From an optimization exercise on the open Yosys and OpenROAD flow, aimed at small area, a short achievable clock period and few clock cycles; shortcuts taken in it are not production practice.
The RTL was checked by simulation tests, not by an equivalence proof against the original design.
Power is estimated from default activity; no workload was simulated.

===== design/flow/config.mk =====
export PLATFORM = sky130hd
export DESIGN_NAME = st_unit
export DESIGN_NICKNAME = st_unit
export VERILOG_FILES = /design/flow/design.v
export SDC_FILE = /design/flow/constraint.sdc
export NUM_CORES = 4
export LEC_CHECK = 0
export ABC_CLOCK_PERIOD_IN_PS = 5000
export CAP_MARGIN = 20
export CORE_MARGIN = 2
export CORE_UTILIZATION = 40
export SETUP_SLACK_MARGIN = 5
export SLEW_MARGIN = 20

===== design/flow/constraint.sdc =====
create_clock -name core_clock -period 11.0 [get_ports {clk}]
set_input_delay 2.2000 -clock core_clock [delete_from_list [all_inputs] [get_ports {clk}]]
set_output_delay 2.2000 -clock core_clock [all_outputs]
set_load 0.01 [all_outputs]

===== design/flow/design.v =====
module st_unit (
    input             clk,
    input             rst,
    input             cmd_valid,
    output reg        cmd_ready,
    input      [1:0]  cmd_op,
    input      [2:0]  cmd_sel,
    input      [31:0] cmd_x,
    input      [31:0] cmd_n,
    input      [47:0] cmd_mean,
    input      [63:0] cmd_m2,
    output reg        rsp_valid,
    output reg [31:0] rsp_n,
    output reg [47:0] rsp_mean,
    output reg [63:0] rsp_m2,
    output     [63:0] rsp_std,
    output reg        rsp_sat
);
    localparam NINST = 7;
    localparam F     = 16;
    localparam DK  = 4;                   
    localparam DNS = (64 + DK - 1) / DK;  
    localparam DW  = DNS * DK;
    localparam SK  = 3;                   
    localparam SNS = (80 + 2*SK - 1) / (2*SK);
    localparam SW  = SNS * 2 * SK;
    localparam MK  = 4;                   
    localparam MNS = (48 + MK - 1) / MK;
    localparam MW  = MNS * MK;
    localparam NS  = (DNS > SNS) ? ((DNS > MNS) ? DNS : MNS) :
                     ((SNS > MNS) ? SNS : MNS);    
    localparam OP_OBSERVE = 2'd0;
    localparam OP_LOAD    = 2'd1;
    localparam OP_STDDEV  = 2'd2;
    localparam OP_CLEAR   = 2'd3;
    localparam [31:0] SEED_TICKS = 32'd5000;
    localparam S_IDLE  = 4'd0;
    localparam S_SETUP = 4'd1;    
    localparam S_DIV   = 4'd2;    
    localparam S_MEAN  = 4'd3;    
    localparam S_MUL   = 4'd4;    
    localparam S_WB    = 4'd5;    
    localparam S_VDIV  = 4'd6;    
    localparam S_SQSET = 4'd7;    
    localparam S_SQRT  = 4'd8;    
    reg [31:0] st_n    [0:NINST-1];
    reg [47:0] st_mean [0:NINST-1];
    reg [63:0] st_m2   [0:NINST-1];
    reg [NINST-1:0] st_rst;
    reg [3:0]  state;
    reg [1:0]  c_op;
    reg [2:0]  c_sel;
    reg [31:0] c_x;          
    reg [47:0] abs_d;        
    reg [63:0] A;            
    reg [47:0] R;            
    reg [39:0] D;            
    reg [33:0] D3;           
    reg [79:0] acc;          
    reg        acc_ov;       
    reg [NS-1:0] oh;         
    reg        neg;          
    reg        sat_n;
    assign rsp_std = {24'd0, D};
    wire accept = cmd_valid & cmd_ready;
    function [NS-1:0] top1;
        input [NS-1:0] nz;
        integer k;
        reg seen;
        begin
            seen = 1'b0;
            for (k = NS - 1; k >= 1; k = k - 1) begin
                top1[k] = nz[k] & ~seen;
                seen    = seen | nz[k];
            end
            top1[0] = ~seen;
        end
    endfunction
    wire        cur_rst  = st_rst[c_sel];
    wire [31:0] cur_n    = cur_rst ? ((c_sel == 3'd0) ? 32'd1 : 32'd0) : st_n[c_sel];
    wire [47:0] cur_mean = cur_rst ? ((c_sel == 3'd0) ? {SEED_TICKS, {F{1'b0}}} : 48'd0) : st_mean[c_sel];
    wire [63:0] cur_m2   = cur_rst ? 64'd0 : st_m2[c_sel];
    wire is_obs = (c_op == OP_OBSERVE);
    wire [47:0] xf       = {c_x, {F{1'b0}}};
    wire        n_full   = &cur_n;
    wire        n_lt2    = (cur_n[31:1] == 31'd0);
    wire [31:0] n_pm     = cur_n + {{31{~is_obs}}, 1'b1};
    wire [31:0] n_new    = (is_obs & n_full) ? cur_n : n_pm;
    wire [33:0] n_x3     = (is_obs & n_full) ? {cur_n, 1'b0} + {2'b0, cur_n} :
                           {1'b0, cur_n, 1'b0} + {2'b0, cur_n} + (is_obs ? 34'd3 : {34{1'b1}} - 34'd2);
    wire [48:0] dpos     = {1'b0, xf} - {1'b0, cur_mean};
    wire [47:0] dneg     = cur_mean - xf;
    wire        d_neg    = dpos[48];
    wire [47:0] d_abs    = d_neg ? dneg : dpos[47:0];
    wire [63:0] dvd      = is_obs ? {16'd0, d_abs} : cur_m2;
    wire [DW-1:0] dvd_ext = {{(DW-64){1'b0}}, dvd};
    reg  [NS-1:0] dvd_nz;
    integer j;
    always @* begin
        dvd_nz = {NS{1'b0}};
        for (j = 0; j < DNS; j = j + 1) dvd_nz[j] = |dvd_ext[j*DK +: DK];
    end
    wire [DW-1:0] A_ext = {{(DW-64){1'b0}}, A};
    reg  [DK-1:0] dv_bits;
    always @* begin
        dv_bits = {DK{1'b0}};
        for (j = 0; j < DNS; j = j + 1)
            dv_bits = dv_bits | ({DK{oh[j]}} & A_ext[j*DK +: DK]);
    end
    reg  [31:0]   dv_r;
    reg  [DK-1:0] dv_q;
    reg  [33:0]   dv_rs;
    reg  [34:0]   dv_t1, dv_t2, dv_t3;
    integer t;
    always @* begin
        dv_r = R[31:0];
        for (t = DK/2 - 1; t >= 0; t = t - 1) begin
            dv_rs = {dv_r, dv_bits[2*t+1 -: 2]};
            dv_t1 = {1'b0, dv_rs} - {3'b0, D[31:0]};
            dv_t2 = {1'b0, dv_rs} - {2'b0, D[31:0], 1'b0};
            dv_t3 = {1'b0, dv_rs} - {1'b0, D3};
            if (!dv_t3[34]) begin
                dv_q[2*t+1 -: 2] = 2'd3; dv_r = dv_t3[31:0];
            end else if (!dv_t2[34]) begin
                dv_q[2*t+1 -: 2] = 2'd2; dv_r = dv_t2[31:0];
            end else if (!dv_t1[34]) begin
                dv_q[2*t+1 -: 2] = 2'd1; dv_r = dv_t1[31:0];
            end else begin
                dv_q[2*t+1 -: 2] = 2'd0; dv_r = dv_rs[31:0];
            end
        end
    end
    reg [DW-1:0] A_qw;
    always @* begin
        for (j = 0; j < DNS; j = j + 1)
            A_qw[j*DK +: DK] = oh[j] ? dv_q : A_ext[j*DK +: DK];
    end
    wire [47:0] quot   = A[47:0];
    wire        ad_sub = (state == S_MEAN) | neg;
    wire [47:0] ad_a   = (state == S_MEAN) ? abs_d : cur_mean;
    wire [47:0] ad_y   = ad_a + (quot ^ {48{ad_sub}}) + {47'd0, ad_sub};
    wire [47:0] d2_abs = ad_y;
    wire [47:0] mean_new = ad_y;
    wire [MW-1:0] d2_ext = d2_abs;
    reg  [NS-1:0] d2_nz;
    always @* begin
        d2_nz = {NS{1'b0}};
        for (j = 0; j < MNS; j = j + 1) d2_nz[j] = |d2_ext[j*MK +: MK];
    end
    wire [MW-1:0] R_ext = R;
    reg  [MK-1:0] mul_dig;
    always @* begin
        mul_dig = {MK{1'b0}};
        for (j = 0; j < MNS; j = j + 1)
            mul_dig = mul_dig | ({MK{oh[j]}} & R_ext[j*MK +: MK]);
    end
    localparam PW = 81 + MK;
    reg [PW-1:0] cs_s, cs_c, row;
    always @* begin
        cs_s = {1'b0, acc, {MK{1'b0}}};
        cs_c = {{(PW-64-F){1'b0}}, {64{oh[0]}} & cur_m2, {F{1'b0}}};
        for (t = 0; t < MK; t = t + 1) begin
            row  = {PW{mul_dig[t]}} & ({{(PW-48){1'b0}}, abs_d} << t);
            {cs_s, cs_c} = {cs_s ^ cs_c ^ row,
                            ((cs_s & cs_c) | (cs_s & row) | (cs_c & row)) << 1};
        end
    end
    wire [PW-1:0] mul_sum = cs_s + cs_c;
    wire          mul_ov  = acc_ov | (|mul_sum[PW-1:80]);
    wire        m2_ovf   = acc_ov;
    wire [63:0] m2_new   = m2_ovf ? 64'hFFFF_FFFF_FFFF_FFFF : acc[79:F];
    wire [SW-1:0] rad = {{(SW-80){1'b0}}, A, {F{1'b0}}};
    reg  [NS-1:0] rad_nz;
    reg  [2*SK-1:0] sq_bits;
    always @* begin
        rad_nz  = {NS{1'b0}};
        sq_bits = {2*SK{1'b0}};
        for (j = 0; j < SNS; j = j + 1) begin
            rad_nz[j] = |rad[j*2*SK +: 2*SK];
            sq_bits   = sq_bits | ({2*SK{oh[j]}} & rad[j*2*SK +: 2*SK]);
        end
    end
    reg  [40:0] sq_r;
    reg  [39:0] sq_q;
    reg  [42:0] sq_rs;
    reg  [42:0] sq_tr;
    reg  [43:0] sq_df;
    always @* begin
        sq_r = R[40:0];
        sq_q = D;
        for (t = SK - 1; t >= 0; t = t - 1) begin
            sq_rs = {sq_r, sq_bits[2*t+1 -: 2]};
            sq_tr = {1'b0, sq_q, 2'b01};
            sq_df = {1'b0, sq_rs} - {1'b0, sq_tr};
            sq_q  = {sq_q[38:0], ~sq_df[43]};
            sq_r  = sq_df[43] ? sq_rs[40:0] : sq_df[40:0];
        end
    end
    reg [31:0] n_aft;
    reg [47:0] mean_aft;
    reg [63:0] m2_aft;
    always @* begin
        case (c_op)
        OP_LOAD:    begin n_aft = c_x;      mean_aft = abs_d;    m2_aft = A;      end
        OP_CLEAR:   begin n_aft = 32'd0;    mean_aft = 48'd0;    m2_aft = 64'd0;  end
        OP_OBSERVE: begin n_aft = D[31:0];  mean_aft = mean_new; m2_aft = m2_new; end
        default:    begin n_aft = cur_n;    mean_aft = cur_mean; m2_aft = cur_m2; end
        endcase
    end
    wire st_we = (state == S_WB) | ((state == S_SETUP) & c_op[0]);
    wire last = (state == S_WB) | ((state == S_SETUP) & c_op[0]) |
                ((state == S_SQRT) & oh[0]);
    reg [3:0]    ns;
    reg [NS-1:0] noh;
    always @* begin
        ns  = state;
        noh = oh >> 1;
        case (state)
        S_IDLE: ;
        S_SETUP: begin
            noh = top1(dvd_nz);
            case (c_op)
            OP_OBSERVE: ns = S_DIV;
            OP_STDDEV:  ns = n_lt2 ? S_IDLE : S_VDIV;
            default:    ns = S_IDLE;
            endcase
        end
        S_DIV:   if (oh[0]) ns = S_MEAN;
        S_VDIV:  if (oh[0]) ns = S_SQSET;
        S_MEAN:  begin ns = S_MUL; noh = top1(d2_nz); end
        S_MUL:   if (oh[0]) ns = S_WB;
        S_WB:    ns = S_IDLE;
        S_SQSET: begin ns = S_SQRT; noh = top1(rad_nz); end
        S_SQRT:  if (oh[0]) ns = S_IDLE;
        default: ns = S_IDLE;
        endcase
        if (accept) ns = S_SETUP;
    end
    wire ready_nx = (ns == S_IDLE) | (ns == S_WB) |
                    ((ns == S_SETUP) & cmd_op[0]) |
                    ((ns == S_SQRT) & noh[0]);
    always @(posedge clk) begin
        if (rst) begin
            state     <= S_IDLE;
            cmd_ready <= 1'b1;
            rsp_valid <= 1'b0;
            st_rst    <= {NINST{1'b1}};
        end else begin
            state     <= ns;
            cmd_ready <= ready_nx;
            rsp_valid <= last | ((state == S_SETUP) & (c_op == OP_STDDEV) & n_lt2);
            if (st_we) st_rst[c_sel] <= 1'b0;
        end
        oh <= noh;
        if (st_we) begin
            st_n[c_sel]    <= n_aft;
            st_mean[c_sel] <= mean_aft;
            st_m2[c_sel]   <= m2_aft;
        end
        rsp_n    <= n_aft;
        rsp_mean <= mean_aft;
        rsp_m2   <= m2_aft;
        rsp_sat  <= (state == S_WB) & (sat_n | m2_ovf);
        case (state)
        S_SETUP: begin
            if (is_obs) begin
                abs_d <= d_abs;
                neg   <= d_neg;
                sat_n <= n_full;
            end
            A <= dvd;
            R <= 48'd0;
            D <= (~is_obs & n_lt2) ? 40'd0 : {8'd0, n_new};
            D3 <= n_x3;
        end
        S_DIV, S_VDIV: begin
            A <= A_qw[63:0];
            R <= {16'd0, dv_r};
        end
        S_MEAN: begin
            R      <= d2_abs;
            acc    <= 80'd0;
            acc_ov <= 1'b0;
        end
        S_MUL: begin
            acc    <= mul_sum[79:0];
            acc_ov <= mul_ov;
        end
        S_SQSET: begin
            R <= 48'd0;
            D <= 40'd0;
        end
        S_SQRT: begin
            R <= {7'd0, sq_r};
            D <= sq_q;
        end
        default: ;
        endcase
        if (accept) begin
            c_op  <= cmd_op;
            c_sel <= cmd_sel;
            c_x   <= (cmd_op == OP_LOAD) ? cmd_n : cmd_x;
            abs_d <= cmd_mean;
            A     <= cmd_m2;
        end
    end
endmodule

===== design/flow/run.sh =====
#!/bin/bash
# synth_recipe.tcl (not shown) runs the flow's synth.tcl, then flattens the netlist and writes it again
# the make line also repeats each setting of config.mk as NAME=value (left out here)
make -C /OpenROAD-flow-scripts/flow DESIGN_CONFIG=/design/flow/config.mk WORK_HOME=/design/flow/orfs CLKGATE_MAP_FILE= SYNTH_SCRIPT=/design/flow/synth_recipe.tcl finish

==> results_dict.tcl <==
set metrics [dict create \
    timing.critical_path.buf_inv 7 \
    grt_pass1_vias 87200 \
    antenna_left 0 \
    first_pass_iters 7 \
    startpoint_type "flop" \
    synthToLayoutAreaGrowth_pct 28.4 \
    ys_warn_count 1 \
    synth_area_um2 104000 \
    dr_total_vias 90200 \
    synth_simple_gate_area_share_pct 11.3 \
    numCtsBuffers 171 \
    cp_max_fo 7 \
    wl_met1_mm 180 \
    ys_types 97 \
    antenna_found_initial 33 \
    drive_above_1_share_pct 22.9 \
    cts_sinks 1539 \
    critPathMostFrequentCell "o21ai_1" \
    root_buffer "clkbuf_16" \
    ys_seq_area_share_pct 42.9 \
    fin_crit_ns 9.22 \
    clk_latency_ns 0.90 \
    hold_violations 0 \
    skew_ns 0.0679 \
    routed_wl_mm 472 \
    synth_area_leaders "edfxtp_1 (39%), ha_1 (9.2%), mux2i_1 (4.1%)" \
    die_w_um 513 \
    grt_usage_pct 34.6 \
    ios 395 \
    hold_class "flop to flop" \
    grt_max_degree 106 \
    worstSetupEndpointType "flop" \
    topRoutingLayerUsed "met5" \
    gp_congestion 1.03 \
    slew_headroom_pct 16.3 \
    synth-edff-count 1362 \
    crit_slowest_cell "or4_4" \
    grt_overflow 0 \
    clk_pin_slew_ns 0.07 \
    routed-wl-met2_mm 209 \
    yosys.area_share.xor_xnor_pct 4.45 \
    peakVddDrop_uv 433 \
    grt_pass1_wl_mm 651 \
    coreArea_um2 257000 \
    wl_per_cell_um 32.2 \
    dp_hpwl_mm 345 \
    status "no timing/DRC/antenna violations" \
    async_flop_share_pct 0 \
    post-route-period-util_pct 83.8 \
    yosys.area.top_type_share_pct 39.5 \
    total_power_mw 52.0 \
    maxSlewViolCount 0 \
    drt_iter0_markers 10200 \
    hold_buffers 0 \
    cp_slowest_stage_delay_ns 0.47 \
    synthAdderAreaFrac_pct 12.8 \
    worst_pin_slew_ns 1.25 \
    htreeDepth 4 \
    viasPerCell 6.16 \
    timing.hold.ws_ns 0.472 \
    rows 186 \
    p_leak_nw 52.5 \
    start_util_pct 40.3 \
    synthCells 10000 \
    cts_tree "yes" \
    ys_ff_latch 1539 \
    rsz0062_at_grt "yes" \
    fin_setup_tns_ns 0 \
    num-nets-final 12300 \
    io_buffers 370 \
    critPathArrivalTime_ns 9.84 \
    fp.dieArea_um2 263000 \
    worstSetupPathType "flop to flop" \
    cts_max_path_buffers 3 \
    drc_errors 0 \
    yosysTopAreaCell "edfxtp_1" \
    cp_top_family "compound AO/OA/AOI/OAI gates" \
    nFillCells 22700 \
    wl_met3_mm 39.9 \
    synth_compound_area_share_pct 17.0 \
    synth_top_family_by_area "compound AO/OA/AOI/OAI gates" \
    avgSynthCellArea_um2 10.3 \
    synthMuxAreaShare_pct 7.73 \
    synth_ff_type "edfxtp_1" \
    fmax_ghz 0.108 \
    setup_viol 0 \
    powerDensity_nw_per_um2 391 \
    die_h_um 513 \
    cp.required_ns 11.62 \
    maxCapViolCount 0 \
]
==> cells by family (layout without fill, tap and decap cells) <==
logic type / after synthesis / in the layout
xor+xnor: 526 / 526
compound gates: 2786 / 2787
other cells: 1 / 30
mux: 626 / 626
buf+inv: 1022 / 2237
flops: 1539 / 1539
simple gates: 2575 / 2581
fa+ha+maj: 949 / 949
==> cell usage in the layout (no fill, tap or decap), types with 72 or more instances in the layout <==
cell type,Yosys,final
edfxtp_1,1362,1362
nand2_1,912,867
buf_4,27,727
nor2_1,773,697
ha_1,766,648
a21oi_1,690,553
o21ai_0,701,506
inv_1,528,481
mux2i_1,426,374
clkdlybuf4s50_1,0,370
a21o_1,339,332
xnor2_1,338,290
clkbuf_16,0,180
fa_1,183,169
dfxtp_1,177,168
xor2_1,188,165
o22ai_1,195,165
buf_6,4,145
nor2b_1,152,143
mux4_2,132,132
nor3_1,165,126
nand2b_1,120,113
a21oi_2,0,111
o21ai_1,5,107
o21a_1,106,98
nand3_1,109,96
o21bai_1,96,88
ha_4,0,81
buf_12,0,78
nand4_1,77,77
o211ai_1,72,72
==> cell type report <==
| class | count | area (um^2) | share of cell area (%) |
|---|---|---|---|
| timing repair inverter | 1 | 11.3 | 0.00846 |
| multi-input combinational | 7493 | 62600 | 47.0 |
| antenna | 6 | 15.0 | 0.0113 |
| clock inverter | 98 | 1170 | 0.880 |
| clock buffer | 225 | 4750 | 3.57 |
| sequential | 1539 | 44500 | 33.4 |
| inverter | 534 | 2050 | 1.54 |
| timing repair buffer | 1379 | 13800 | 10.3 |
| tap | 3384 | 4230 | 3.18 |
==> repair_timing <==
action | CTS | global route
cloned | 29 | 5
pin swaps | 442 | 409
setup endpoints to repair | 597 | 397
gates resized for setup | 1193 | 513
setup buffers | 353 | 184
==> cell usage after synthesis (16+ instances only) <==
library cell and number:
nor4_1 38, o31ai_1 51, o211ai_1 72, buf_4 27, mux2i_1 426, o22a_1 32, nand3_1 109, a21o_1 339
a31oi_1 55, xor2_1 188, edfxtp_1 1362, o21bai_1 96, xnor2_1 338, nor2b_1 152, a22o_1 26, ha_1 766
nand4_1 77, o22ai_1 195, inv_1 528, o31a_1 20, nor3_1 165, nand2b_1 120, a211oi_1 74, buf_1 64
o21ai_0 701, mux4_2 132, nand2_1 912, clkbuf_1 360, fa_1 183, a311oi_1 16, o21a_1 106, a21boi_0 23
and3_1 55, mux2_2 66, a221oi_1 44, a211o_1 19, a22oi_1 62, and2_1 39, dfxtp_1 177, nor2_1 773
buf_2 33, or2_2 28, a21oi_1 690, or3_1 37
==> power breakdown <==
part           internal (mW)  switching (mW)
logic                   16.6            22.0
clock network           3.42            2.64
registers               7.02           0.400
==> layer usage <==
layer	vias up	track usage, %
met5	-	0
met4	32	25.1
met3	1320	6.79
met2	4735	53.8
met1	44900	42.9
li1	39300	-
==> state kept, by name (all words and copies together) (netlist names), 2 cells and up, named ones only <==
| signal | flops |
|---|---|
| st_mean | 336 |
| st_rst | 7 |
| D3 | 34 |
| R | 48 |
| state | 4 |
| acc | 80 |
| c_sel | 3 |
| D | 40 |
| oh | 16 |
| c_op | 2 |
| st_n | 224 |
| abs_d | 48 |
| rsp_m2 | 64 |
| A | 64 |
| rsp_n | 32 |
| rsp_mean | 48 |
| st_m2 | 448 |
| c_x | 32 |
==> per-stage QoR <==
| stage | worst slack, ns | util [%] | cells | area [um^2] |
|---|---|---|---|---|
| 2_1_floorplan | 2.33 | - | 10000 | 105000 |
| 3_3_place_gp | 0.249 | 44.3 | 13800 | 114000 |
| 3_5_place_dp | 0.256 | 44.3 | 13800 | 114000 |
| 4_1_cts | 2.02 | 50.1 | 14500 | 129000 |
| 5_1_grt | 1.50 | 51.7 | 14700 | 133000 |
| 6_report | 1.78 | 51.7 | 14700 | 133000 |
==> worst reg2reg max path, delay by kind of cell, from the launching register on <==
family	cells	cell delay, ns
AO/OA/AOI/OAI	24	4.84
XOR/XNOR	1	0.16
AND/OR/NAND/NOR	8	1.38
flip-flops	1	0.43
buffers and inverters	7	1.15
adder cells (fa/ha/maj)	3	0.97
==> path summary, 6_finish.rpt <==
| check | start | slack (ns) | depth (start not counted) | end |
|---|---|---|---|---|
| hold reg to reg | st_rst[0]$_SDFFE_PP1N_ | 0.47 | 1 | st_rst[0]$_SDFFE_PP1N_ |
| hold / removal | st_rst[0]$_SDFFE_PP1N_ | 0.47 | 1 | st_rst[0]$_SDFFE_PP1N_ |
| setup reg to reg | R[7]$_DFFE_PP_ | 1.78 | 43 | R[32]$_DFFE_PP_ |
| setup / recovery | R[7]$_DFFE_PP_ | 1.78 | 43 | R[32]$_DFFE_PP_ |
Testbench counts, summed over its fixed seeds: cycles 44,419.

[port drivers added, routing unchanged]
No port has a modelled driver above. Below, the same layout with a new extraction and two added sets of constraints. Step 1 assumes that a clkbuf_16 drives the clock port and a buf_2 every other input. Step 2 moves the port delays by t, midway between the first and last clock arrival at a register: inputs arrive t later, outputs are due t later. That takes back most of the time a late clock gives input paths. Slacks: ideal / step 1 / step 2; pairs: ideal / step 1.
t (ns): 0.964
setup slack, ns: 1.782 / 1.782 / 1.782
hold slack, ns: 0.472 / 0.472 / 0.472
After both steps setup and hold are still met in this run. The setup slack of this run moves by 0.000 ns with the drivers and by 0.000 ns with both steps.
